This design comes from an exercise in tuning for small area on the open sky130 flow, not from production work. Where RTL was checked, it was by simulation tests only, not by an equivalence proof against the original. The RTL of runs 2 and 3 was laid out without a check of its function. No activity file was given, so power comes from the tool's default toggle rates.

$ cat design.v
module epd_scan (
    input  wire       clk,
    input  wire       rst,
    input  wire [3:0] op,
    input  wire [4:0] arg,         
    input  wire [4:0] t,
    input  wire [7:0] hw_byte,     
    output reg        vdd,
    output reg        vneg,
    output reg        vpos,
    output reg        le,
    output reg        oe,
    output reg        cl,
    output reg        sph,
    output reg  [7:0] d,
    output reg        ckv,
    output reg        gmode,
    output reg        spv
);
    localparam OP_NONE   = 4'd15;
    localparam OP_SET    = 4'd0;
    localparam OP_QCLK   = 4'd2;
    localparam OP_VSTART = 4'd3;
    localparam OP_VSTOP  = 4'd4;
    localparam OP_VWRITE = 4'd5;
    localparam OP_VSKIP  = 4'd6;
    localparam OP_VBULK  = 4'd7;
    localparam OP_HSTART = 4'd8;
    localparam OP_HWRITE = 4'd9;
    localparam OP_HSTOP  = 4'd10;
    localparam OP_GROUND = 4'd11;
    always @(posedge clk) begin
        if (rst) begin
            vdd <= 1'b0; vneg <= 1'b0; vpos <= 1'b0; le <= 1'b0; oe <= 1'b0;
            cl <= 1'b0; sph <= 1'b0; d <= 8'h00; ckv <= 1'b0; gmode <= 1'b0; spv <= 1'b0;
        end else begin
            case (op)
                OP_SET: if (t == 5'd2) begin
                    case (arg[4:1])
                        4'd0: vdd  <= arg[0];
                        4'd1: vneg <= arg[0];
                        4'd2: vpos <= arg[0];
                        default: oe <= arg[0];
                    endcase
                end
                OP_GROUND: case (t)
                    5'd2: le    <= 1'b0;
                    5'd3: oe    <= 1'b0;
                    5'd4: cl    <= 1'b0;
                    5'd5: sph   <= 1'b0;
                    5'd6: d     <= 8'h00;
                    5'd7: ckv   <= 1'b0;
                    5'd8: gmode <= 1'b0;
                    5'd9: spv   <= 1'b0;
                    default: ;
                endcase
                OP_HSTART: case (t)
                    5'd2: le  <= 1'b0;
                    5'd3: oe  <= 1'b0;
                    5'd4: sph <= 1'b0;
                    default: ;
                endcase
                OP_HWRITE: case (t)
                    5'd2: d  <= hw_byte;
                    5'd4: cl <= 1'b1;
                    5'd6: cl <= 1'b0;
                    default: ;
                endcase
                OP_HSTOP: case (t)
                    5'd2: le  <= 1'b1;
                    5'd4: le  <= 1'b0;
                    5'd5: sph <= 1'b1;
                    default: ;
                endcase
                OP_VSTART: case (t)
                    5'd2: gmode <= 1'b1;
                    5'd3, 5'd8, 5'd13: ckv <= 1'b1;
                    5'd5, 5'd10, 5'd15: ckv <= 1'b0;
                    5'd7: spv <= 1'b0;
                    5'd12: spv <= 1'b1;
                    default: ;
                endcase
                OP_VSTOP: begin
                    if (t == 5'd2) gmode <= 1'b0;
                    else if (t[0] && t >= 5'd3 && t <= 5'd21) ckv <= t[1];
                end
                OP_QCLK: case (t)
                    5'd2: ckv <= 1'b1;
                    5'd4: ckv <= 1'b0;
                    default: ;
                endcase
                OP_VWRITE: case (t)
                    5'd2: ckv <= 1'b1;
                    5'd3: oe  <= 1'b1;
                    5'd9: oe  <= 1'b0;
                    5'd10: ckv <= 1'b0;
                    default: ;
                endcase
                OP_VSKIP: case (t)
                    5'd2: ckv <= 1'b1;
                    5'd3: oe  <= 1'b1;
                    5'd5: oe  <= 1'b0;
                    5'd6: ckv <= 1'b0;
                    default: ;
                endcase
                OP_VBULK: case (t)
                    5'd2: ckv <= 1'b1;
                    5'd11: ckv <= 1'b0;
                    default: ;
                endcase
                default: ;
            endcase
        end
    end
endmodule
module epd_ctrl (
    input  wire        clk,
    input  wire        rst,
    input  wire        bus_valid,
    input  wire        bus_write,
    input  wire [2:0]  bus_addr,
    input  wire [31:0] bus_wdata,
    output wire        bus_ready,
    output reg  [31:0] bus_rdata,
    output wire        pin_drv_en,
    output wire        pin_vdd,
    output wire        pin_vneg,
    output wire        pin_vpos,
    output wire        pin_le,
    output wire        pin_oe,
    output wire        pin_cl,
    output wire        pin_sph,
    output wire [7:0]  pin_d,
    output wire        pin_ckv,
    output wire        pin_gmode,
    output wire        pin_spv
);
    localparam N = 6;
    localparam [1:0] PWR_ON = 2'd3;
    localparam OP_NONE   = 4'd15;
    localparam OP_SET    = 4'd0;
    localparam OP_QCLK   = 4'd2;
    localparam OP_VSTART = 4'd3;
    localparam OP_VSTOP  = 4'd4;
    localparam OP_VWRITE = 4'd5;
    localparam OP_VSKIP  = 4'd6;
    localparam OP_VBULK  = 4'd7;
    localparam OP_HSTART = 4'd8;
    localparam OP_HWRITE = 4'd9;
    localparam OP_HSTOP  = 4'd10;
    localparam OP_GROUND = 4'd11;
    localparam [4:0] A_VDD0 = {4'd0, 1'b0}, A_VDD1 = {4'd0, 1'b1};
    localparam [4:0] A_VNEG0 = {4'd1, 1'b0}, A_VNEG1 = {4'd1, 1'b1};
    localparam [4:0] A_VPOS0 = {4'd2, 1'b0}, A_VPOS1 = {4'd2, 1'b1};
    localparam [4:0] A_OE0 = {4'd4, 1'b0}, A_OE1 = {4'd4, 1'b1};
    localparam S_IDLE      = 6'd0;
    localparam S_INIT      = 6'd1;
    localparam S_POFF0     = 6'd2;
    localparam S_POFF1     = 6'd3;
    localparam S_POFF2     = 6'd4;
    localparam S_POFF3     = 6'd5;
    localparam S_POFF4     = 6'd6;
    localparam S_BOARD     = 6'd7;
    localparam S_B1        = 6'd8;
    localparam S_B2        = 6'd9;
    localparam S_B3        = 6'd10;
    localparam S_B4        = 6'd11;
    localparam S_CMAP      = 6'd12;
    localparam S_FL_RET    = 6'd13;
    localparam S_FL        = 6'd14;
    localparam S_PASS      = 6'd15;
    localparam S_ROW       = 6'd16;
    localparam S_SKIP      = 6'd17;
    localparam S_LINE      = 6'd18;
    localparam S_BYTE      = 6'd19;
    localparam S_HSTOP     = 6'd20;
    localparam S_VW        = 6'd21;
    localparam S_NROW      = 6'd22;
    localparam S_VSTOP     = 6'd23;
    localparam S_DR        = 6'd24;
    localparam S_ALLOC     = 6'd25;
    localparam S_ZF        = 6'd26;
    localparam S_RMW       = 6'd27;
    localparam S_SP        = 6'd28;
    localparam S_PON0      = 6'd29;
    localparam S_PON1      = 6'd30;
    localparam S_PON2      = 6'd31;
    localparam S_PON3      = 6'd32;
    localparam S_PON4      = 6'd33;
    localparam S_PON5      = 6'd34;
    localparam S_PON6      = 6'd35;
    localparam S_PON8      = 6'd36;
    localparam S_SP_DONE   = 6'd37;
    localparam S_SC        = 6'd38;
    localparam S_SC_B      = 6'd39;
    localparam S_SC_HSTOP  = 6'd40;
    localparam S_SC_OE1    = 6'd41;
    localparam S_SC_VST    = 6'd42;
    localparam S_SC_BULK   = 6'd43;
    localparam S_SC_VSTOP  = 6'd44;
    localparam S_SC_OE0    = 6'd45;
    localparam S_SC_WAIT   = 6'd46;
    reg [5:0]  state;
    reg [8:0]  t;         
    reg [2:0]  op;        
    reg        colour;    
    reg [5:0]  px;        
    reg [4:0]  py;        
    reg        inr;       
    reg        init_done;
    reg [1:0]  power;
    reg        err_illegal;
    reg        err_noinit;
    reg        drv_en;
    reg [2:0]  cursor;
    reg [3:0]  ctile [0:N-1];
    reg [1:0]  wc;        
    reg [1:0]  by;        
    reg [2:0]  dy;        
    reg [4:0]  cnt;       
    reg [3:0]  sc;        
    reg [3:0]  s_op;
    reg [4:0]  s_arg;
    reg [8:0]  s_end;
    always @(*) begin
        s_op  = OP_NONE;
        s_arg = 5'd0;
        s_end = 9'd0;
        case (state)
            S_POFF0:    begin s_op = OP_SET; s_arg = A_VPOS0; s_end = 9'd3; end
            S_POFF1:    begin s_op = OP_SET; s_arg = A_VNEG0; s_end = 9'd3; end
            S_POFF2:    s_end = 9'd402;
            S_POFF3:    begin s_op = OP_GROUND; s_end = 9'd10; end
            S_POFF4:    begin s_op = OP_SET; s_arg = A_VDD0; s_end = 9'd4; end
            S_B1:       begin s_op = OP_SET; s_arg = A_VPOS0; s_end = 9'd3; end
            S_B2:       begin s_op = OP_SET; s_arg = A_VNEG0; s_end = 9'd3; end
            S_B3:       begin s_op = OP_GROUND; s_end = 9'd10; end
            S_B4:       begin s_op = OP_SET; s_arg = A_VDD0; s_end = 9'd3; end
            S_CMAP:     s_end = 9'd16;
            S_PASS:     begin s_op = OP_VSTART; s_end = 9'd17; end
            S_SKIP:     begin s_op = OP_VSKIP; s_end = 9'd10; end
            S_LINE:     begin s_op = OP_HSTART; s_end = 9'd5; end
            S_BYTE:     begin s_op = OP_HWRITE; s_end = 9'd8; end
            S_HSTOP:    begin s_op = OP_HSTOP; s_end = 9'd6; end
            S_VW:       begin s_op = OP_VWRITE; s_end = 9'd24; end
            S_VSTOP:    begin s_op = OP_VSTOP; s_end = 9'd24; end
            S_ZF:       s_end = 9'd33;
            S_PON0:     begin s_op = OP_SET; s_arg = A_VDD1; s_end = 9'd3; end
            S_PON1:     s_end = 9'd42;
            S_PON2:     begin s_op = OP_SET; s_arg = A_VNEG1; s_end = 9'd3; end
            S_PON3:     s_end = 9'd202;
            S_PON4:     begin s_op = OP_SET; s_arg = A_VPOS1; s_end = 9'd3; end
            S_PON5:     begin s_op = OP_VSTART; s_end = 9'd17; end
            S_PON6:     begin s_op = OP_QCLK; s_end = 9'd7; end
            S_PON8:     begin s_op = OP_VSTOP; s_end = 9'd24; end
            S_SC:       begin s_op = OP_HSTART; s_end = 9'd5; end
            S_SC_B:     begin s_op = OP_HWRITE; s_end = 9'd8; end
            S_SC_HSTOP: begin s_op = OP_HSTOP; s_end = 9'd6; end
            S_SC_OE1:   begin s_op = OP_SET; s_arg = A_OE1; s_end = 9'd3; end
            S_SC_VST:   begin s_op = OP_VSTART; s_end = 9'd17; end
            S_SC_BULK:  begin s_op = OP_VBULK; s_end = 9'd25; end
            S_SC_VSTOP: begin s_op = OP_VSTOP; s_end = 9'd23; end
            S_SC_OE0:   begin s_op = OP_SET; s_arg = A_OE0; s_end = 9'd3; end
            S_SC_WAIT:  s_end = 9'd23;
            default: ;
        endcase
    end
    wire last = (t == s_end);
    wire [7:0] hw_byte;
    epd_scan u_scan (
        .clk(clk), .rst(rst),
        .op(s_op), .arg(s_arg), .t(t[4:0]), .hw_byte(hw_byte),
        .vdd(pin_vdd), .vneg(pin_vneg), .vpos(pin_vpos), .le(pin_le), .oe(pin_oe),
        .cl(pin_cl), .sph(pin_sph), .d(pin_d), .ckv(pin_ckv), .gmode(pin_gmode),
        .spv(pin_spv)
    );
    assign pin_drv_en = drv_en;
    wire busy = (state != S_IDLE);
    wire cmd_wr = bus_valid && bus_write && (bus_addr == 3'd0);
    assign bus_ready = !(cmd_wr && busy);
    wire [31:0] status = {7'd0, drv_en, 5'd0, cursor, 6'd0, err_noinit, err_illegal,
                          2'd0, power, 2'd0, init_done, busy};
    always @(*) begin
        case (bus_addr)
            3'd1: bus_rdata = status;
            3'd2: bus_rdata = {16'd32, 16'd64};
            3'd3: bus_rdata = {16'd8, 16'd16};
            3'd4: bus_rdata = {4'd4, 1'b0, 2'd0, 1'b1, 8'd10, 8'd4, 8'd6};
            default: bus_rdata = 32'd0;
        endcase
    end
    wire [31:0] w = bus_wdata;
    wire w_legal = ((w[31:28] == 4'h1 || w[31:28] == 4'h4) && w[27:0] == 28'd0) ||
                   (w[31:28] == 4'h2 && w[26:24] == 3'd0) ||
                   (w[31:28] == 4'h3 && w[27:2] == 26'd0) ||
                   (w[31:28] == 4'h5 && w[26:0] == 27'd0);
    wire [1:0] mode = px[1:0];
    reg        rmw_d;     
    wire       drawing = state == S_DR || state == S_ALLOC || state == S_ZF || state == S_RMW || rmw_d;
    wire [3:0] lk_tile = drawing ? {py[4:3], px[5:4]} : {by, cnt[3:2]};
    wire [5:0] hv;
    genvar k;
    generate
        for (k = 0; k < N; k = k + 1) begin : g_cam
            assign hv[k] = (k < cursor) && (ctile[k] == lk_tile);
        end
    endgenerate
    wire       hit = |hv;
    wire       h_hi = hv[1] | hv[3] | hv[5];
    wire [1:0] h_lo = {hv[4] | hv[5], hv[2] | hv[3]};
    wire row_resident = (cursor > 3'd0 && ctile[0][3:2] == by) ||
                        (cursor > 3'd1 && ctile[1][3:2] == by) ||
                        (cursor > 3'd2 && ctile[2][3:2] == by) ||
                        (cursor > 3'd3 && ctile[3][3:2] == by) ||
                        (cursor > 3'd4 && ctile[4][3:2] == by) ||
                        (cursor > 3'd5 && ctile[5][3:2] == by);
    reg  [1:0]    ph;
    reg  [64*7-1:0] q0, q1, q2;
    wire          t_hi = hit ? h_hi : cursor[0];
    wire [1:0]    t_lo = hit ? h_lo : cursor[2:1];
    wire [5:0]    ridx = drawing ? {t_hi, py[2:0], px[3:2]} : {t_hi, dy, cnt[1:0]};
    wire [6:0]    tap  = q0[ridx*7 +: 7];
    wire          at_tap = (ph == t_lo);
    wire [7:0]  pix_old  = tdec(tap);
    wire [2:0]  pix_sh   = 3'd6 - {px[1:0], 1'b0};
    wire [7:0]  pix_code = colour ? 8'h02 : 8'h01;
    wire [7:0]  pix_new  = (pix_old & ~(8'h03 << pix_sh)) | (pix_code << pix_sh);
    wire        zf_fill  = (state == S_ZF) && !t[5];
    wire        rmw_en   = (state == S_DR && inr && hit) || (state == S_ZF && t[5])
                           || state == S_RMW || rmw_d;
    wire        rmw_go   = rmw_en && at_tap;
    wire        zf_go    = zf_fill && (ph == cursor[2:1]);
    wire [6:0]  wval     = zf_go ? 7'd0 : tenc(pix_new);
    reg  [6:0]  sg;
    wire [7:0]  line_byte = hit ? tdec(at_tap ? tap : sg) : 8'h00;
    wire [7:0] clr_byte = (sc == 4'd0) ? (colour ? 8'h55 : 8'hAA)
                                       : (colour ? 8'hAA : 8'h55);
    assign hw_byte = (op == 3'd5) ? clr_byte : line_byte;
    integer r;
    always @(posedge clk) begin
        if (rst) ph <= 2'd0;
        else     ph <= ph[1] ? 2'd0 : ph + 2'd1;
        if (at_tap) sg <= tap;
        q0 <= q1;
        q1 <= q2;
        for (r = 0; r < 64; r = r + 1)
            q2[r*7 +: 7] <= ((rmw_go && ridx == r) || (zf_go && r[5] == cursor[0]))
                            ? wval : q0[r*7 +: 7];
    end
    function [7:0] tdec(input [6:0] g);
        case (g)
            7'd0: tdec = 8'h00;
            7'd1: tdec = 8'h01;
            7'd2: tdec = 8'h02;
            7'd3: tdec = 8'h04;
            7'd4: tdec = 8'h05;
            7'd5: tdec = 8'h06;
            7'd6: tdec = 8'h08;
            7'd7: tdec = 8'h09;
            7'd8: tdec = 8'h0a;
            7'd9: tdec = 8'h10;
            7'd10: tdec = 8'h11;
            7'd11: tdec = 8'h12;
            7'd12: tdec = 8'h14;
            7'd13: tdec = 8'h15;
            7'd14: tdec = 8'h16;
            7'd15: tdec = 8'h18;
            7'd16: tdec = 8'h19;
            7'd17: tdec = 8'h1a;
            7'd18: tdec = 8'h20;
            7'd19: tdec = 8'h21;
            7'd20: tdec = 8'h22;
            7'd21: tdec = 8'h24;
            7'd22: tdec = 8'h25;
            7'd23: tdec = 8'h26;
            7'd24: tdec = 8'h28;
            7'd25: tdec = 8'h29;
            7'd26: tdec = 8'h2a;
            7'd27: tdec = 8'h40;
            7'd28: tdec = 8'h41;
            7'd29: tdec = 8'h42;
            7'd30: tdec = 8'h44;
            7'd31: tdec = 8'h45;
            7'd32: tdec = 8'h46;
            7'd33: tdec = 8'h48;
            7'd34: tdec = 8'h49;
            7'd35: tdec = 8'h4a;
            7'd36: tdec = 8'h50;
            7'd37: tdec = 8'h51;
            7'd38: tdec = 8'h52;
            7'd39: tdec = 8'h54;
            7'd40: tdec = 8'h55;
            7'd41: tdec = 8'h56;
            7'd42: tdec = 8'h58;
            7'd43: tdec = 8'h59;
            7'd44: tdec = 8'h5a;
            7'd45: tdec = 8'h60;
            7'd46: tdec = 8'h61;
            7'd47: tdec = 8'h62;
            7'd48: tdec = 8'h64;
            7'd49: tdec = 8'h65;
            7'd50: tdec = 8'h66;
            7'd51: tdec = 8'h68;
            7'd52: tdec = 8'h69;
            7'd53: tdec = 8'h6a;
            7'd54: tdec = 8'h80;
            7'd55: tdec = 8'h81;
            7'd56: tdec = 8'h82;
            7'd57: tdec = 8'h84;
            7'd58: tdec = 8'h85;
            7'd59: tdec = 8'h86;
            7'd60: tdec = 8'h88;
            7'd61: tdec = 8'h89;
            7'd62: tdec = 8'h8a;
            7'd63: tdec = 8'h90;
            7'd64: tdec = 8'h91;
            7'd65: tdec = 8'h92;
            7'd66: tdec = 8'h94;
            7'd67: tdec = 8'h95;
            7'd68: tdec = 8'h96;
            7'd69: tdec = 8'h98;
            7'd70: tdec = 8'h99;
            7'd71: tdec = 8'h9a;
            7'd72: tdec = 8'ha0;
            7'd73: tdec = 8'ha1;
            7'd74: tdec = 8'ha2;
            7'd75: tdec = 8'ha4;
            7'd76: tdec = 8'ha5;
            7'd77: tdec = 8'ha6;
            7'd78: tdec = 8'ha8;
            7'd79: tdec = 8'ha9;
            7'd80: tdec = 8'haa;
            default: tdec = 8'h00;
        endcase
    endfunction
    function [6:0] tenc(input [7:0] b);
        case (b)
            8'h00: tenc = 7'd0;
            8'h01: tenc = 7'd1;
            8'h02: tenc = 7'd2;
            8'h04: tenc = 7'd3;
            8'h05: tenc = 7'd4;
            8'h06: tenc = 7'd5;
            8'h08: tenc = 7'd6;
            8'h09: tenc = 7'd7;
            8'h0a: tenc = 7'd8;
            8'h10: tenc = 7'd9;
            8'h11: tenc = 7'd10;
            8'h12: tenc = 7'd11;
            8'h14: tenc = 7'd12;
            8'h15: tenc = 7'd13;
            8'h16: tenc = 7'd14;
            8'h18: tenc = 7'd15;
            8'h19: tenc = 7'd16;
            8'h1a: tenc = 7'd17;
            8'h20: tenc = 7'd18;
            8'h21: tenc = 7'd19;
            8'h22: tenc = 7'd20;
            8'h24: tenc = 7'd21;
            8'h25: tenc = 7'd22;
            8'h26: tenc = 7'd23;
            8'h28: tenc = 7'd24;
            8'h29: tenc = 7'd25;
            8'h2a: tenc = 7'd26;
            8'h40: tenc = 7'd27;
            8'h41: tenc = 7'd28;
            8'h42: tenc = 7'd29;
            8'h44: tenc = 7'd30;
            8'h45: tenc = 7'd31;
            8'h46: tenc = 7'd32;
            8'h48: tenc = 7'd33;
            8'h49: tenc = 7'd34;
            8'h4a: tenc = 7'd35;
            8'h50: tenc = 7'd36;
            8'h51: tenc = 7'd37;
            8'h52: tenc = 7'd38;
            8'h54: tenc = 7'd39;
            8'h55: tenc = 7'd40;
            8'h56: tenc = 7'd41;
            8'h58: tenc = 7'd42;
            8'h59: tenc = 7'd43;
            8'h5a: tenc = 7'd44;
            8'h60: tenc = 7'd45;
            8'h61: tenc = 7'd46;
            8'h62: tenc = 7'd47;
            8'h64: tenc = 7'd48;
            8'h65: tenc = 7'd49;
            8'h66: tenc = 7'd50;
            8'h68: tenc = 7'd51;
            8'h69: tenc = 7'd52;
            8'h6a: tenc = 7'd53;
            8'h80: tenc = 7'd54;
            8'h81: tenc = 7'd55;
            8'h82: tenc = 7'd56;
            8'h84: tenc = 7'd57;
            8'h85: tenc = 7'd58;
            8'h86: tenc = 7'd59;
            8'h88: tenc = 7'd60;
            8'h89: tenc = 7'd61;
            8'h8a: tenc = 7'd62;
            8'h90: tenc = 7'd63;
            8'h91: tenc = 7'd64;
            8'h92: tenc = 7'd65;
            8'h94: tenc = 7'd66;
            8'h95: tenc = 7'd67;
            8'h96: tenc = 7'd68;
            8'h98: tenc = 7'd69;
            8'h99: tenc = 7'd70;
            8'h9a: tenc = 7'd71;
            8'ha0: tenc = 7'd72;
            8'ha1: tenc = 7'd73;
            8'ha2: tenc = 7'd74;
            8'ha4: tenc = 7'd75;
            8'ha5: tenc = 7'd76;
            8'ha6: tenc = 7'd77;
            8'ha8: tenc = 7'd78;
            8'ha9: tenc = 7'd79;
            8'haa: tenc = 7'd80;
            default: tenc = 7'd0;
        endcase
    endfunction
    always @(posedge clk) begin
        if (rst) begin
            state       <= S_IDLE;
            t           <= 9'd0;
            init_done   <= 1'b0;
            power       <= 2'd0;
            err_illegal <= 1'b0;
            err_noinit  <= 1'b0;
            drv_en      <= 1'b0;
            rmw_d       <= 1'b0;
        end else begin
            rmw_d <= state == S_RMW || (state == S_ZF && last);
            t     <= last ? 9'd0 : t + 9'd1;
            if (state == S_ZF && t == 9'd32) begin
                ctile[cursor] <= {py[4:3], px[5:4]};
                cursor        <= cursor + 3'd1;
            end
            if (state == S_CMAP && t == 9'd15) cursor <= 3'd0;
            if (last) case (state)
                S_IDLE: begin
                    if (cmd_wr) begin
                        if (!w_legal)
                            err_illegal <= 1'b1;
                        else if (!init_done && w[31:28] != 4'h1)
                            err_noinit <= 1'b1;
                        else begin
                            op     <= w[30:28];
                            colour <= w[27];
                            px     <= w[5:0];
                            py     <= w[16:12];
                            inr    <= (w[11:6] == 6'd0) && (w[23:17] == 7'd0);
                            case (w[31:28])
                                4'h1:    state <= S_INIT;
                                4'h2:    state <= S_DR;
                                4'h3:    state <= S_SP;
                                4'h4:    state <= S_FL;
                                default: state <= S_CMAP;
                            endcase
                        end
                    end
                end
                S_INIT:  state <= (init_done && power == PWR_ON) ? S_POFF0 : S_BOARD;
                S_BOARD: begin drv_en <= 1'b1; state <= S_B1; end
                S_B1:    state <= S_B2;
                S_B2:    state <= S_B3;
                S_B3:    state <= S_B4;
                S_B4:    state <= S_CMAP;
                S_POFF0: state <= S_POFF1;
                S_POFF1: state <= S_POFF2;
                S_POFF2: state <= S_POFF3;
                S_POFF3: state <= S_POFF4;
                S_POFF4: state <= (op == 3'd1) ? S_BOARD : S_SP_DONE;
                S_CMAP: begin
                    case (op)
                        3'd1: begin
                            power     <= 2'd0;
                            init_done <= 1'b1;
                            state     <= S_IDLE;
                        end
                        3'd5: begin
                            sc    <= 4'd0;
                            state <= S_SC;
                        end
                        default: state <= S_FL_RET;
                    endcase
                end
                S_FL_RET: begin
                    case (op)
                        3'd2:    state <= S_ALLOC;
                        3'd3:    state <= S_POFF0;
                        default: state <= S_IDLE;
                    endcase
                end
                S_FL: begin
                    wc    <= 2'd0;
                    state <= S_PASS;
                end
                S_PASS: begin
                    by    <= 2'd0;
                    state <= S_ROW;
                end
                S_ROW: begin
                    cnt <= 5'd0;
                    dy  <= 3'd0;
                    state <= row_resident ? S_LINE : S_SKIP;
                end
                S_SKIP: begin
                    cnt <= cnt + 5'd1;
                    state <= (cnt == 5'd7) ? S_NROW : S_SKIP;
                end
                S_LINE: begin
                    cnt   <= 5'd0;
                    state <= S_BYTE;
                end
                S_BYTE: begin
                    cnt <= cnt + 5'd1;
                    state <= (cnt == 5'd15) ? S_HSTOP : S_BYTE;
                end
                S_HSTOP: state <= S_VW;
                S_VW: begin
                    dy <= dy + 3'd1;
                    state <= (dy == 3'd7) ? S_NROW : S_LINE;
                end
                S_NROW: begin
                    by <= by + 2'd1;
                    state <= (by == 2'd3) ? S_VSTOP : S_ROW;
                end
                S_VSTOP: begin
                    wc <= wc + 2'd1;
                    state <= (wc == 2'd3) ? S_CMAP : S_PASS;
                end
                S_DR: begin
                    if (!inr)
                        state <= S_IDLE;
                    else if (hit)
                        state <= S_RMW;
                    else if (cursor == N)
                        state <= S_FL;
                    else
                        state <= S_ALLOC;
                end
                S_ALLOC: state <= S_ZF;
                S_ZF:    state <= S_IDLE;
                S_RMW:   state <= S_IDLE;
                S_SP: begin
                    if (mode == power)
                        state <= S_IDLE;
                    else if (mode == PWR_ON)
                        state <= S_PON0;
                    else if (power == PWR_ON)
                        state <= S_FL;
                    else
                        state <= S_SP_DONE;
                end
                S_PON0: state <= S_PON1;
                S_PON1: state <= S_PON2;
                S_PON2: state <= S_PON3;
                S_PON3: state <= S_PON4;
                S_PON4: state <= S_PON5;
                S_PON5: begin
                    cnt   <= 5'd0;
                    state <= S_PON6;
                end
                S_PON6: begin
                    cnt <= cnt + 5'd1;
                    state <= (cnt == 5'd31) ? S_PON8 : S_PON6;
                end
                S_PON8, S_SP_DONE: begin
                    power <= mode;
                    state <= S_IDLE;
                end
                S_SC: begin
                    cnt   <= 5'd0;
                    state <= S_SC_B;
                end
                S_SC_B: begin
                    cnt <= cnt + 5'd1;
                    state <= (cnt == 5'd15) ? S_SC_HSTOP : S_SC_B;
                end
                S_SC_HSTOP: state <= S_SC_OE1;
                S_SC_OE1:   state <= S_SC_VST;
                S_SC_VST: begin
                    cnt   <= 5'd0;
                    state <= S_SC_BULK;
                end
                S_SC_BULK: begin
                    cnt <= cnt + 5'd1;
                    state <= (cnt == 5'd31) ? S_SC_VSTOP : S_SC_BULK;
                end
                S_SC_VSTOP: state <= S_SC_OE0;
                S_SC_OE0:   state <= S_SC_WAIT;
                S_SC_WAIT: begin
                    sc <= sc + 4'd1;
                    state <= (sc == 4'd10) ? S_IDLE : S_SC;
                end
                default: state <= S_IDLE;
            endcase
        end
    end
endmodule
$ cat run.sh
#!/bin/bash
# synth_recipe.tcl (not shown) runs the flow's synth.tcl, then flattens the netlist and writes it again
# the make line also repeats each setting of config.mk as NAME=value (left out here)
make -C /OpenROAD-flow-scripts/flow DESIGN_CONFIG=/design/flow/config.mk WORK_HOME=/design/flow/orfs CLKGATE_MAP_FILE= SYNTH_SCRIPT=/design/flow/synth_recipe.tcl finish
$ cat config.mk
export PLATFORM = sky130hd
export DESIGN_NAME = epd_ctrl
export DESIGN_NICKNAME = epd_ctrl
export VERILOG_FILES = /design/flow/design.v
export SDC_FILE = /design/flow/constraint.sdc
export NUM_CORES = 4
export LEC_CHECK = 0
export CAP_MARGIN = 20
export CORE_MARGIN = 2
export CORE_UTILIZATION = 40
export PLACE_DENSITY = 0.6
export SLEW_MARGIN = 20
$ cat constraint.sdc
create_clock -name core_clock -period 10.0 [get_ports {clk}]
set_input_delay 2.0000 -clock core_clock [delete_from_list [all_inputs] [get_ports {clk}]]
set_output_delay 2.0000 -clock core_clock [all_outputs]
set_load 0.01 [all_outputs]
==> reports/results.ini, run 1 <==
[outcome]
outcome=timing/DRC/antenna clean

[route]
vias_per_cell=5.397
drc_errors=0
wl_per_cell_um=21.51
antenna_left=0
vias=32490
drt_pass1_iterations=6
drt_iter0_markers=3260
wl_um=129500

[logic_synthesis]
yosysWarnings=2
yosysTopAreaCellShare_pct=59.45
ys_async_sr_fraction_pct=0
synthFlopType=dfxtp_1
ys_seq_area_share_pct=63.18
synth_cells=4300
yosysMostFrequentCell=dfxtp_1
synth.largest_area_cell=dfxtp_1
synth_area_sq_um=47480
synth.top_cells.by_count=1,410 x dfxtp_1, 486 x nand2_1, 363 x o21ai_0
syn-mean-instance-area_sq_um=11.04
ys_top_cells_by_area=dfxtp_1 59%, mux2_2 4.7%, nand2_1 3.8%
synth_edf_count=59
synth-seq-cells=1469
synth_cell_type_count=119

[die]
core_sq_um=117900
die_w_um=348.5
fp-row-count=126
die_y_um=348.5
floorplan.die_area_sq_um=121500
io_pins=91
start_util_pct=40.26

[timing]
rsz0062_at_grt=no
min_period_ns=8.464
setup_slack_ns=1.536
relSlewSlack_pct=26.34
fin_skew_ns=0.03366
period_share_pct=84.64
slew_viol_final=0
finalSetupTns_ns=0
worstMarginPinSlew_ns=1.101
fmax_mhz=118.1
hold_viol=0
setup_viol=0

[cells_and_area]
final_cells=6019
area_growth_syn_to_layout_pct=15.33
nNetsFinal=4449
nFillCells=10760
final_core_util_pct=46.43
antenna_cells=0
drive_gt1_share_pct=14.39

[clock_tree]
htreeDepth=4
clock_sink_count=1469
clk_pin_slew_ns=0.07
root_buffer=clkbuf_16
cts_made_buffers=144
cts_max_path_buffers=3
clk_latency_ns=0.78
ctsResizeCount=0
cts_tree=yes
postCtsHoldBufs=0
postCtsSetupBuffers=0

[placement]
portBuffers=74
hpwl_um=85570
gp_congestion=0.9068
detailedPlace.worstSlack_ns=1.766
dp_cells=5760

[run]
cap_violations=0

[hold_path]
hold_depth=0
hp-class=flip-flop to flip-flop

[global_route]
grt_pass1_vias=31030
grt_pass1_wl_um=195900
grt_max_degree=65
antenna_found_initial=1
grtUsageTotal_pct=20.92
grt_overflow=0

[setup_path]
required_ns=10.70
arrival_ns=9.16
path_class=flip-flop to flip-flop
worst_setup_path_end_kind=flip-flop
reg2regPathDepth=27
worst_setup_path_start_kind=flip-flop
crit_fanout=24

[pwr]
vdd_drop_max_mv=0.1764
p_leak_nw=20.79
powerDensity_nw_per_um2=249.9

-- worst max-delay path: stages, from the launching register on --
cell and delay, ns:
dfxtp_1 0.49, buf_4 0.26, and4bb_1 0.56, buf_4 0.33, nor2_4 0.12, mux2i_4 0.72
buf_4 0.33, a211oi_1 0.08, o21ai_0 0.44, nor4bb_1 0.50, a311o_1 0.29, and2_1 0.23
ha_1 0.31, nor2_1 0.08, a21oi_1 0.12, nor3_1 0.07, o31ai_1 0.33, a21oi_1 0.11
o21ai_0 0.50, inv_1 0.15, ha_1 0.27, inv_1 0.22, o21ai_1 0.20, o221ai_1 0.24
nand2_1 0.12, a311oi_4 0.84, buf_12 0.26, mux2_2 0.18
-- through the flow --
stage / total power [mW] / cell area [sq um] / hold slack, ns
after floorplan: 7.559 / 47540 / 0.3096
after CTS: 13.74 / 54740 / 0.3017
after detailed placement: 8.194 / 49760 / 0.3121
after global routing: 14.20 / 54760 / 0.3148
final: 13.68 / 54760 / 0.3070
after global placement: 8.211 / 49750 / 0.3095
-- cells in the final DEF, fill, tap and decap left out, types with 12 or more instances in the layout --
cell type / netlist / routed
dfxtp_1: 1410 / 1410
nand2_1: 486 / 481
o21ai_0: 363 / 362
a21oi_1: 217 / 215
mux2_2: 198 / 198
nor2_1: 192 / 183
clkbuf_16: 0 / 146
buf_4: 47 / 106
a31oi_1: 78 / 77
nand3_1: 77 / 75
clkdlybuf4s50_1: 0 / 73
a211oi_1: 64 / 64
and3_1: 63 / 63
edfxtp_1: 59 / 59
nor3_1: 58 / 58
inv_1: 55 / 55
a22oi_1: 50 / 50
o22ai_1: 45 / 45
ha_1: 40 / 40
nand2b_1: 35 / 35
clkbuf_8: 0 / 35
nor4_1: 34 / 32
nor2b_1: 32 / 32
mux2i_1: 33 / 30
xnor2_1: 28 / 28
clkbuf_1: 146 / 27
and2_1: 25 / 25
clkinv_2: 0 / 22
nand4_1: 19 / 19
xor2_1: 18 / 18
o21a_1: 17 / 17
a222oi_1: 16 / 16
conb_1: 1 / 16
a311oi_1: 12 / 12
o221ai_1: 13 / 12
-- state kept, by name, indices dropped and copies added (netlist names), 7 cells and up --
name / count
q0: 448
q1: 448
q2: 448
ctile: 24
s_end: 9
t: 9
u_scan.d: 8
sg: 7
-- cell families after synthesis --
| logic type | share of synthesized area, % |
|---|---|
| XOR/XNOR | 0.8828 |
| adder cells (fa/ha/maj) | 1.075 |
| multiplexers | 6.172 |
| buffers and inverters | 3.623 |
| AO/OA/AOI/OAI | 14.38 |
| other | 0.007898 |
| flip-flops | 63.18 |
| AND/OR/NAND/NOR | 10.68 |
-- layer usage --
layer  track usage [%]  vias up  wire length (um)
met4             7.442        2              3696
li1                  -    15350                 -
met1             29.42    15760             60010
met2             32.30     1149             57380
met3             3.619      226              8361
met5                 0        -                13
-- worst paths after layout --
| kind | start | endpoint | slack (ns) |
|---|---|---|---|
| max | state[3] | q2[423] | 1.54 |
| min | q2[274] | q1[274] | 0.31 |
| max reg2reg | state[3] | q2[423] | 1.54 |
| min reg2reg | q2[274] | q1[274] | 0.31 |
-- area by class of cell --
cell class	instances	area, sq um	share of cell area, %
Clock buffer	208	4237	7.737
Clock inverter	51	748.2	1.366
Inverter	61	229.0	0.4182
Multi-Input combinational cell	2508	15970	29.17
Sequential cell	1469	30000	54.78
Tap cell	1536	1922	3.510
Timing Repair Buffer	186	1652	3.016
-- where the power goes --
part / switching [mW] / leakage, nW / internal (mW)
logic: 1.40 / 6.44 / 0.680
clock network: 2.31 / 2.45 / 3.26
registers: 0.0721 / 11.9 / 5.96
==> run 2, diff against run 1 <==
--- a/design.v
+++ b/design.v
@@ -321,7 +321,9 @@
     wire [5:0]    ridx = drawing ? {t_hi, py[2:0], px[3:2]} : {t_hi, dy, cnt[1:0]};
     wire [6:0]    tap  = q0[ridx*7 +: 7];
     wire          at_tap = (ph == t_lo);
-    wire [7:0]  pix_old  = tdec(tap);
+    reg  [6:0]  sg;
+    wire [7:0]  rd_byte  = tdec(at_tap ? tap : sg);
+    wire [7:0]  pix_old  = rd_byte;
     wire [2:0]  pix_sh   = 3'd6 - {px[1:0], 1'b0};
     wire [7:0]  pix_code = colour ? 8'h02 : 8'h01;
     wire [7:0]  pix_new  = (pix_old & ~(8'h03 << pix_sh)) | (pix_code << pix_sh);
@@ -331,8 +333,7 @@
     wire        rmw_go   = rmw_en && at_tap;
     wire        zf_go    = zf_fill && (ph == cursor[2:1]);
     wire [6:0]  wval     = zf_go ? 7'd0 : tenc(pix_new);
-    reg  [6:0]  sg;
-    wire [7:0]  line_byte = hit ? tdec(at_tap ? tap : sg) : 8'h00;
+    wire [7:0]  line_byte = hit ? rd_byte : 8'h00;
     wire [7:0] clr_byte = (sc == 4'd0) ? (colour ? 8'h55 : 8'hAA)
                                        : (colour ? 8'hAA : 8'h55);
     assign hw_byte = (op == 3'd5) ? clr_byte : line_byte;
@@ -347,177 +348,28 @@
             q2[r*7 +: 7] <= ((rmw_go && ridx == r) || (zf_go && r[5] == cursor[0]))
                             ? wval : q0[r*7 +: 7];
     end
+    function [3:0] pdec(input [2:0] c);
+        pdec = (c[1] & c[0]) ? {2'b10, 1'b0, c[2]} : {1'b0, c[2], c[1:0]};
+    endfunction
+    function [2:0] penc(input [3:0] p);
+        penc = {p[3] ? p[0] : p[2], p[3] | p[1], p[3] | p[0]};
+    endfunction
     function [7:0] tdec(input [6:0] g);
-        case (g)
-            7'd0: tdec = 8'h00;
-            7'd1: tdec = 8'h01;
-            7'd2: tdec = 8'h02;
-            7'd3: tdec = 8'h04;
-            7'd4: tdec = 8'h05;
-            7'd5: tdec = 8'h06;
-            7'd6: tdec = 8'h08;
-            7'd7: tdec = 8'h09;
-            7'd8: tdec = 8'h0a;
-            7'd9: tdec = 8'h10;
-            7'd10: tdec = 8'h11;
-            7'd11: tdec = 8'h12;
-            7'd12: tdec = 8'h14;
-            7'd13: tdec = 8'h15;
-            7'd14: tdec = 8'h16;
-            7'd15: tdec = 8'h18;
-            7'd16: tdec = 8'h19;
-            7'd17: tdec = 8'h1a;
-            7'd18: tdec = 8'h20;
-            7'd19: tdec = 8'h21;
-            7'd20: tdec = 8'h22;
-            7'd21: tdec = 8'h24;
-            7'd22: tdec = 8'h25;
-            7'd23: tdec = 8'h26;
-            7'd24: tdec = 8'h28;
-            7'd25: tdec = 8'h29;
-            7'd26: tdec = 8'h2a;
-            7'd27: tdec = 8'h40;
-            7'd28: tdec = 8'h41;
-            7'd29: tdec = 8'h42;
-            7'd30: tdec = 8'h44;
-            7'd31: tdec = 8'h45;
-            7'd32: tdec = 8'h46;
-            7'd33: tdec = 8'h48;
-            7'd34: tdec = 8'h49;
-            7'd35: tdec = 8'h4a;
-            7'd36: tdec = 8'h50;
-            7'd37: tdec = 8'h51;
-            7'd38: tdec = 8'h52;
-            7'd39: tdec = 8'h54;
-            7'd40: tdec = 8'h55;
-            7'd41: tdec = 8'h56;
-            7'd42: tdec = 8'h58;
-            7'd43: tdec = 8'h59;
-            7'd44: tdec = 8'h5a;
-            7'd45: tdec = 8'h60;
-            7'd46: tdec = 8'h61;
-            7'd47: tdec = 8'h62;
-            7'd48: tdec = 8'h64;
-            7'd49: tdec = 8'h65;
-            7'd50: tdec = 8'h66;
-            7'd51: tdec = 8'h68;
-            7'd52: tdec = 8'h69;
-            7'd53: tdec = 8'h6a;
-            7'd54: tdec = 8'h80;
-            7'd55: tdec = 8'h81;
-            7'd56: tdec = 8'h82;
-            7'd57: tdec = 8'h84;
-            7'd58: tdec = 8'h85;
-            7'd59: tdec = 8'h86;
-            7'd60: tdec = 8'h88;
-            7'd61: tdec = 8'h89;
-            7'd62: tdec = 8'h8a;
-            7'd63: tdec = 8'h90;
-            7'd64: tdec = 8'h91;
-            7'd65: tdec = 8'h92;
-            7'd66: tdec = 8'h94;
-            7'd67: tdec = 8'h95;
-            7'd68: tdec = 8'h96;
-            7'd69: tdec = 8'h98;
-            7'd70: tdec = 8'h99;
-            7'd71: tdec = 8'h9a;
-            7'd72: tdec = 8'ha0;
-            7'd73: tdec = 8'ha1;
-            7'd74: tdec = 8'ha2;
-            7'd75: tdec = 8'ha4;
-            7'd76: tdec = 8'ha5;
-            7'd77: tdec = 8'ha6;
-            7'd78: tdec = 8'ha8;
-            7'd79: tdec = 8'ha9;
-            7'd80: tdec = 8'haa;
-            default: tdec = 8'h00;
-        endcase
+        reg [3:0] a, b;
+        begin
+            a = pdec(g[6] ? g[2:0] : g[5:3]);
+            b = pdec(g[2:0]);
+            tdec = {(g[6] & g[5]) ? 4'b1010 : a, (g[6] & g[4]) ? 4'b1010 : b};
+        end
     endfunction
-    function [6:0] tenc(input [7:0] b);
-        case (b)
-            8'h00: tenc = 7'd0;
-            8'h01: tenc = 7'd1;
-            8'h02: tenc = 7'd2;
-            8'h04: tenc = 7'd3;
-            8'h05: tenc = 7'd4;
-            8'h06: tenc = 7'd5;
-            8'h08: tenc = 7'd6;
-            8'h09: tenc = 7'd7;
-            8'h0a: tenc = 7'd8;
-            8'h10: tenc = 7'd9;
-            8'h11: tenc = 7'd10;
-            8'h12: tenc = 7'd11;
-            8'h14: tenc = 7'd12;
-            8'h15: tenc = 7'd13;
-            8'h16: tenc = 7'd14;
-            8'h18: tenc = 7'd15;
-            8'h19: tenc = 7'd16;
-            8'h1a: tenc = 7'd17;
-            8'h20: tenc = 7'd18;
-            8'h21: tenc = 7'd19;
-            8'h22: tenc = 7'd20;
-            8'h24: tenc = 7'd21;
-            8'h25: tenc = 7'd22;
-            8'h26: tenc = 7'd23;
-            8'h28: tenc = 7'd24;
-            8'h29: tenc = 7'd25;
-            8'h2a: tenc = 7'd26;
-            8'h40: tenc = 7'd27;
-            8'h41: tenc = 7'd28;
-            8'h42: tenc = 7'd29;
-            8'h44: tenc = 7'd30;
-            8'h45: tenc = 7'd31;
-            8'h46: tenc = 7'd32;
-            8'h48: tenc = 7'd33;
-            8'h49: tenc = 7'd34;
-            8'h4a: tenc = 7'd35;
-            8'h50: tenc = 7'd36;
-            8'h51: tenc = 7'd37;
-            8'h52: tenc = 7'd38;
-            8'h54: tenc = 7'd39;
-            8'h55: tenc = 7'd40;
-            8'h56: tenc = 7'd41;
-            8'h58: tenc = 7'd42;
-            8'h59: tenc = 7'd43;
-            8'h5a: tenc = 7'd44;
-            8'h60: tenc = 7'd45;
-            8'h61: tenc = 7'd46;
-            8'h62: tenc = 7'd47;
-            8'h64: tenc = 7'd48;
-            8'h65: tenc = 7'd49;
-            8'h66: tenc = 7'd50;
-            8'h68: tenc = 7'd51;
-            8'h69: tenc = 7'd52;
-            8'h6a: tenc = 7'd53;
-            8'h80: tenc = 7'd54;
-            8'h81: tenc = 7'd55;
-            8'h82: tenc = 7'd56;
-            8'h84: tenc = 7'd57;
-            8'h85: tenc = 7'd58;
-            8'h86: tenc = 7'd59;
-            8'h88: tenc = 7'd60;
-            8'h89: tenc = 7'd61;
-            8'h8a: tenc = 7'd62;
-            8'h90: tenc = 7'd63;
-            8'h91: tenc = 7'd64;
-            8'h92: tenc = 7'd65;
-            8'h94: tenc = 7'd66;
-            8'h95: tenc = 7'd67;
-            8'h96: tenc = 7'd68;
-            8'h98: tenc = 7'd69;
-            8'h99: tenc = 7'd70;
-            8'h9a: tenc = 7'd71;
-            8'ha0: tenc = 7'd72;
-            8'ha1: tenc = 7'd73;
-            8'ha2: tenc = 7'd74;
-            8'ha4: tenc = 7'd75;
-            8'ha5: tenc = 7'd76;
-            8'ha6: tenc = 7'd77;
-            8'ha8: tenc = 7'd78;
-            8'ha9: tenc = 7'd79;
-            8'haa: tenc = 7'd80;
-            default: tenc = 7'd0;
-        endcase
+    function [6:0] tenc(input [7:0] v);
+        reg e1, e2;
+        begin
+            e1 = v[7] & v[5];
+            e2 = v[3] & v[1];
+            tenc = (e1 | e2) ? {1'b1, e1, e2, 1'b0, penc(e1 ? v[3:0] : v[7:4])}
+                             : {1'b0, penc(v[7:4]), penc(v[3:0])};
+        end
     endfunction
     always @(posedge clk) begin
         if (rst) begin
--- a/config.mk
+++ b/config.mk
@@ -5,8 +5,10 @@
 export SDC_FILE = /design/flow/constraint.sdc
 export NUM_CORES = 4
 export LEC_CHECK = 0
+export ABC_AREA = 1
 export CAP_MARGIN = 20
 export CORE_MARGIN = 2
 export CORE_UTILIZATION = 40
+export CTS_BUF_LIST = sky130_fd_sc_hd__clkbuf_4 sky130_fd_sc_hd__clkbuf_8
 export PLACE_DENSITY = 0.6
 export SLEW_MARGIN = 20
==> run 2 against run 1 <==
Still clean. Sequential power shrank 1%. Critical path depth up 5. Power is 12% lower. First-iteration DRC count is 17% lower. Highest routed layer is now met4. Synthesized cell count up 16%. Fmax increased by 22%. Via count is 0.99% higher.
==> reports/results.ini, run 2 <==
[hold_path]
min_to=q0[72]
hp-class=flip-flop to flip-flop
hp-start=q1[72]
hold_depth=0

[logic_synthesis]
synth_cell_type_count=58
syn-mean-instance-area_sq_um=9.292
synth.top_cells.by_count=1,605 x nand2_1, 1,410 x dfxtp_1, 299 x o21ai_1
synth.largest_area_cell=dfxtp_1
synth_area_sq_um=46460
synth_cells=5000
ys_seq_area_share_pct=64.57
synth_edf_count=59
yosysWarnings=2
ys_async_sr_fraction_pct=0
synthFlopType=dfxtp_1
synth-seq-cells=1469
ys_top_cells_by_area=dfxtp_1 61%, nand2_1 13%, edfxtp_1 3.8%
yosysMostFrequentCell=nand2_1
yosysTopAreaCellShare_pct=60.75

[route]
vias=32810
wl_um=120300
vias_per_cell=4.817
dr_wl_met3_um=7481
wl_per_cell_um=17.67
antenna_left=0
drc_errors=0
dr.max_layer_used=met4
drt_pass1_iterations=5
drt_iter0_markers=2698
dr_wl_met2_um=53670
wl_met1_um=55160

[cells_and_area]
final_core_util_pct=45.66
largest_registers=q0 x448, q1 x448, q2 x448
drive_gt1_share_pct=10.75
final_common_cell=nand2_1
layout_common_cells=1,604 x nand2_1, 1,410 x dfxtp_1, 299 x o21ai_1
nNetsFinal=5168
area_growth_syn_to_layout_pct=13.73
final_area_sq_um=52840

[setup_path]
worst-r2r-setup-slack_ns=3.04
crit_fanout=57
worst_setup_path_end_kind=flip-flop
r2r_start=state[4]
arrival_ns=7.68
critPathSlowestCell=buf_4
path_class=flip-flop to flip-flop
slowest_delay_ns=0.67
required_ns=10.72
cpMostUsedCell=nand2_1
worst_setup_path_start_kind=flip-flop
worst_r2r_endpoint=q2[10]
reg2regPathDepth=32

[placement]
gp_congestion=0.9010
portBuffers=74
detailedPlace.worstSlack_ns=3.149
placed_area_sq_um=47830
hpwl_um=76430

[clock_tree]
cts_tree=yes
ctsResizeCount=0
clock_sink_count=1469
postCtsSetupBuffers=0
clk_latency_ns=0.91
postCtsHoldBufs=0
htreeDepth=4
clk_pin_slew_ns=0.07
cts_max_path_buffers=3
cts_made_buffers=222
root_buffer=clkbuf_8

[timing]
min_period_ns=6.957
rsz0062_at_grt=no
setup_viol=0
fmax_mhz=143.7
slew_viol_final=0
finalSetupTns_ns=0
worstMarginPinSlew_ns=1.078
relSlewSlack_pct=28.12
fin_skew_ns=0.07186
period_share_pct=69.57
setup_slack_ns=3.043
hold_viol=0

[die]
start_util_pct=40.14
io_pins=91
die_y_um=344.8
fp-row-count=125
die_w_um=344.8
core_sq_um=115700
floorplan.die_area_sq_um=118900

[pwr]
p_leak_nw=22.02
power_mw=12.10
powerDensity_nw_per_um2=229.0
vdd_drop_max_mv=0.1093

[global_route]
grt_max_degree=65
antenna_found_initial=1
grt_overflow=0
grtUsageTotal_pct=20.17
grt_pass1_wl_um=184700
grt_pass1_vias=32050

[run]
cap_violations=0

[outcome]
outcome=timing/DRC/antenna clean

## run 2: cell types whose count changed in the layout (fill, tap and decap cells not counted), sizes merged, moves of 63 or more
cell	before	now
nand2	489	1640
buf	113	31
inv	63	279
o21ai	377	495
mux2	209	0
nand3	80	299
nor2	194	257
a21oi	220	81
clkbuf	208	348
a31oi	78	7
## run 2: kinds of logic after synthesis
family	synth area share (%)
AOI/OAI and AO/OA	7.780
xor gates and xnor gates	0.4901
adders and majority gates	0.7271
buffers and inverters	5.715
DFF	64.57
other	0.008071
and+or+nand+nor	20.71
## run 2: where the power goes
| group | internal, mW | switching [mW] | total [mW] |
|---|---|---|---|
| Sequential | 5.93 | 0.0350 | 5.97 |
| Combinational | 0.217 | 0.605 | 0.823 |
| Clock | 3.00 | 2.32 | 5.31 |
## run 2: area by class of cell
class | instances | area, sq um
inverters | 272 | 1023
well taps | 1524 | 1907
repair buffers | 106 | 998.5
fillers | 11200 | 62900
multi-input cells | 3031 | 13920
flip-flops and latches | 1469 | 30000
clock inverters | 60 | 594.3
clock buffers | 347 | 4394
diodes | 1 | 2.502
## run 2: how the worst max path moves through the flow
stage	from	endpoint	slack (ns)
after floorplan	bus_wdata[20]	u_scan.op[0]	4.79
after global placement	bus_wdata[7]	u_scan.op[1]	3.15
after detailed placement	state[4]	q2[17]	3.15
after CTS	state[4]	q2[10]	3.06
after global routing	state[4]	q2[10]	2.63
final	state[4]	q2[10]	3.04
## run 2: worst max-delay path, delay by kind of cell (launching register included)
| kind | cells | cell delay (ns) |
|---|---|---|
| buffers and inverters | 5 | 1.99 |
| DFF | 1 | 0.41 |
| AOI/OAI and AO/OA | 4 | 0.78 |
| and+or+nand+nor | 23 | 3.44 |
## run 2: routing by layer
| layer | global-route usage (%) | vias to the layer above |
|---|---|---|
| met3 | 4.409 | 228 |
| li1 | - | 16270 |
| met2 | 31.76 | 1011 |
| met5 | 0 | - |
| met1 | 26.85 | 15300 |
| met4 | 8.324 | 0 |
## run 2: per-stage QoR
| stage | hold slack, ns | std cells |
|---|---|---|
| global route | 0.2988 | 6810 |
| floorplan | 0.3096 | 5015 |
| CTS | 0.2853 | 6807 |
| detailed placement | 0.3121 | 6400 |
| finish | 0.2870 | 6810 |
| global placement | 0.3096 | 6400 |
==> run 3, diff against run 2 <==
--- a/design.v
+++ b/design.v
@@ -327,11 +327,10 @@
     wire [2:0]  pix_sh   = 3'd6 - {px[1:0], 1'b0};
     wire [7:0]  pix_code = colour ? 8'h02 : 8'h01;
     wire [7:0]  pix_new  = (pix_old & ~(8'h03 << pix_sh)) | (pix_code << pix_sh);
-    wire        zf_fill  = (state == S_ZF) && !t[5];
     wire        rmw_en   = (state == S_DR && inr && hit) || (state == S_ZF && t[5])
                            || state == S_RMW || rmw_d;
     wire        rmw_go   = rmw_en && at_tap;
-    wire        zf_go    = zf_fill && (ph == cursor[2:1]);
+    wire        zf_go    = (state == S_CMAP);
     wire [6:0]  wval     = zf_go ? 7'd0 : tenc(pix_new);
     wire [7:0]  line_byte = hit ? rd_byte : 8'h00;
     wire [7:0] clr_byte = (sc == 4'd0) ? (colour ? 8'h55 : 8'hAA)
@@ -345,7 +344,7 @@
         q0 <= q1;
         q1 <= q2;
         for (r = 0; r < 64; r = r + 1)
-            q2[r*7 +: 7] <= ((rmw_go && ridx == r) || (zf_go && r[5] == cursor[0]))
+            q2[r*7 +: 7] <= ((rmw_go && ridx == r) || zf_go)
                             ? wval : q0[r*7 +: 7];
     end
     function [3:0] pdec(input [2:0] c);
--- a/config.mk
+++ b/config.mk
@@ -10,5 +10,7 @@
 export CORE_MARGIN = 2
 export CORE_UTILIZATION = 40
 export CTS_BUF_LIST = sky130_fd_sc_hd__clkbuf_4 sky130_fd_sc_hd__clkbuf_8
+export CTS_CLUSTER_DIAMETER = 60
+export CTS_CLUSTER_SIZE = 16
 export PLACE_DENSITY = 0.6
 export SLEW_MARGIN = 20
==> run 3 against run 2 <==
Still clean. Utilization shrank 2.1 points. Cell count decreased by 3.6%. Synthesized cell count is 0.66% higher. Count of clock-buffer cells in the layout fell by 220. Largest cell class unchanged. Highest routed layer is now met5.
==> reports/results.ini, run 3 <==
[pwr]
vdd_drop_max_mv=0.1194
p_leak_nw=20.78
powerDensity_nw_per_um2=242.7
seqPwrFrac_pct=60.5
power.internal_mw=8.707
clockPowerShare_pct=26.1
swShare_pct=27.99
netSwitchingPower_mw=3.384
p_comb_share_pct=13.4

[logic_synthesis]
synth_edf_count=59
yosysWarnings=2
synth-seq-cells=1469
synth_cell_type_count=64
synth_xor_area_share_pct=0.5121
syn-mean-instance-area_sq_um=9.176
synth_top_family_by_area=simple AND/OR/NAND/NOR gates
ys_seq_area_share_pct=64.96
ys_async_sr_fraction_pct=0
synth_cells=5033
yosysTopAreaCellShare_pct=61.12
ys_top_cells_by_area=dfxtp_1 61%, nand2_1 13%, nand3_1 4.2%
synth_area_sq_um=46180
yosys.area_share.simple_pct=21.91
synth_compound_area_share_pct=6.532
synth.top_cells.by_count=1,650 x nand2_1, 1,410 x dfxtp_1, 389 x nand3_1
synth.area.mux_share_pct=0
synthAdderAreaFrac_pct=0.7315
yosysMostFrequentCell=nand2_1
synthFlopType=dfxtp_1
synth.largest_area_cell=dfxtp_1

[die]
floorplan.die_area_sq_um=118200
core_sq_um=114500
io_pins=91
die_y_um=343.8
start_util_pct=40.33
fp-row-count=124
die_w_um=343.8

[timing]
hold_viol=0
period_share_pct=72.15
worstMarginPinSlew_ns=1.062
rsz0062_at_grt=no
fin_skew_ns=0.06094
finalSetupTns_ns=0
fmax_mhz=138.6
slew_viol_final=0
setup_viol=0
min_period_ns=7.215
relSlewSlack_pct=28.53

[clock_tree]
cts_max_path_buffers=3
htreeDepth=3
root_buffer=clkbuf_8
cts_made_buffers=111
clock_sink_count=1469
cts_tree=yes
ctsResizeCount=0
postCtsHoldBufs=0
clk_pin_slew_ns=0.09
postCtsSetupBuffers=0
clk_latency_ns=0.83

[cells_and_area]
area_growth_syn_to_layout_pct=7.895
layout_common_cells=1,649 x nand2_1, 1,410 x dfxtp_1, 389 x nand3_1
final_cells=6564
multi_input_area_sq_um=13850
area.sequential_sq_um=30000
nFillCells=11310
drive_gt1_share_pct=5.168
nNetsFinal=5077
final_area_sq_um=49830
largest_registers=q0 x448, q1 x448, q2 x448
final_common_cell=nand2_1

[setup_path]
required_ns=10.72
critPathSlowestCell=nor2_8
cpMostUsedCell=nand2_1
cp_num_buf_inv=5
path_delay_family=simple AND/OR/NAND/NOR gates
worst_setup_path_end_kind=flip-flop
crit_fanout=65
worst_setup_path_start_kind=flip-flop
slowest_delay_ns=0.72
path_class=flip-flop to flip-flop
arrival_ns=7.93

[placement]
dp_cells=6409
portBuffers=74
placed_area_sq_um=47730
gp_congestion=0.9259
hpwl_um=75180

[hold_path]
hp-class=flip-flop to flip-flop

[route]
drc_errors=0
antenna_left=0
drt_pass1_iterations=6
vias=32300
vias_per_cell=4.920
wl_um=119000
wl_per_cell_um=18.12
drt_iter0_markers=2745

[run]
cap_violations=0

[global_route]
grtUsageTotal_pct=19.97
grt_pass1_wl_um=183800
grt_overflow=0
grt_pass1_vias=31120
grt_max_degree=105
antenna_found_initial=2

[outcome]
outcome=timing/DRC/antenna clean

run 3: changes by cell type after synthesis, sizes merged, moves of 4 or more:
cell	before	now
nand3	299	395
clkbuf	23	92
o21ai	495	434
buf	220	162
nor2	257	214
nand2	1640	1682
a21oi	81	61
nand4	46	60
nor4	28	21
o22ai	9	3
inv	269	264
o221ai	2	6
run 3: cell type report:
class | count | area share (%)
clock inverters | 25 | 0.7056
clock buffers | 127 | 3.420
flip-flops and latches | 1469 | 60.21
diodes | 2 | 0.01004
well taps | 1512 | 3.797
repair buffers | 104 | 2.029
multi-input cells | 3055 | 27.79
inverters | 270 | 2.039
run 3: cell families (layout without fill, tap and decap cells):
logic type | Yosys count | count (layout)
buf+inv | 524 | 526
flops | 1469 | 1469
other cells | 1 | 18
xor+xnor | 27 | 27
compound gates | 558 | 558
fa+ha+maj | 27 | 27
simple gates | 2427 | 2427
run 3: layer usage:
metal	part of all wire (%)	track usage (%)
met1	49	29.01
met2	43	30.72
met3	5.9	3.034
met4	2.3	5.752
met5	0.011	0
run 3: worst reg2reg max path, delay by kind of cell (launching register included):
family,cells,cell delay [ns]
AOI/OAI and AO/OA,3,0.56
and+or+nand+nor,25,4.01
DFF,1,0.44
buffers and inverters,5,2.16
run 3: worst paths after layout:
path                                from      end  slack [ns]  cells after the start
worst min register to register   q1[383]  q0[383]        0.31                      0
worst max register to register  state[3]  q2[387]        2.79                     33
worst max-delay path            state[3]  q2[387]        2.79                     33
worst min-delay path             q1[383]  q0[383]        0.31                      0
run 3: through the flow:
stage               worst slack, ns  util [%]  hold WS [ns]  power [mW]
finish                        2.785     43.52        0.3072       12.09
global route                  2.256     43.52        0.3002       12.69
CTS                           2.915     43.48        0.3027       12.15
detailed placement            2.943     41.69        0.3121       9.022
global placement              3.079     41.66        0.3096       9.010
floorplan                     4.741         -        0.3096       8.445
run 3: power groups by stage:
stage | sequential, mW | combinational [mW] | clock [mW]
finish | 7.31 | 1.62 | 3.16
global route | 7.41 | 1.82 | 3.46
CTS | 7.31 | 1.60 | 3.24
detailed placement | 7.43 | 1.59 | 0
global placement | 7.41 | 1.60 | 0
floorplan | 7.30 | 1.14 | 0

-- port drivers added, routing unchanged --
How much do the figures lean on ideal ports? The routed layouts below were timed once more, with nothing changed but the port constraints.
Step 1 sets driving cells, clkbuf_16 on the clock port and buf_2 on the other inputs (assumed; they add their load-dependent delay and slew).
Step 2 moves the port delays by t, midway between the first and last clock arrival at a register: inputs arrive t later, outputs are due t later. That takes back most of the time a late clock gives input paths.
Slacks: no drivers / after step 1 / after step 2; pairs: no drivers / after step 1.
run	t (ns)	setup WS [ns]	hold slack, ns	worst register clock-pin slew, ns	pins driven straight from the clock port
run 1	0.836	1.536 / 1.536 / 1.536	0.307 / 0.307 / 0.307	0.07 / 0.07	1
run 2	0.943	3.043 / 3.043 / 3.043	0.287 / 0.287 / 0.287	0.07 / 0.07	1
run 3	0.867	2.785 / 2.785 / 2.785	0.307 / 0.307 / 0.307	0.10 / 0.10	1
After both steps every run listed still meets setup and hold.
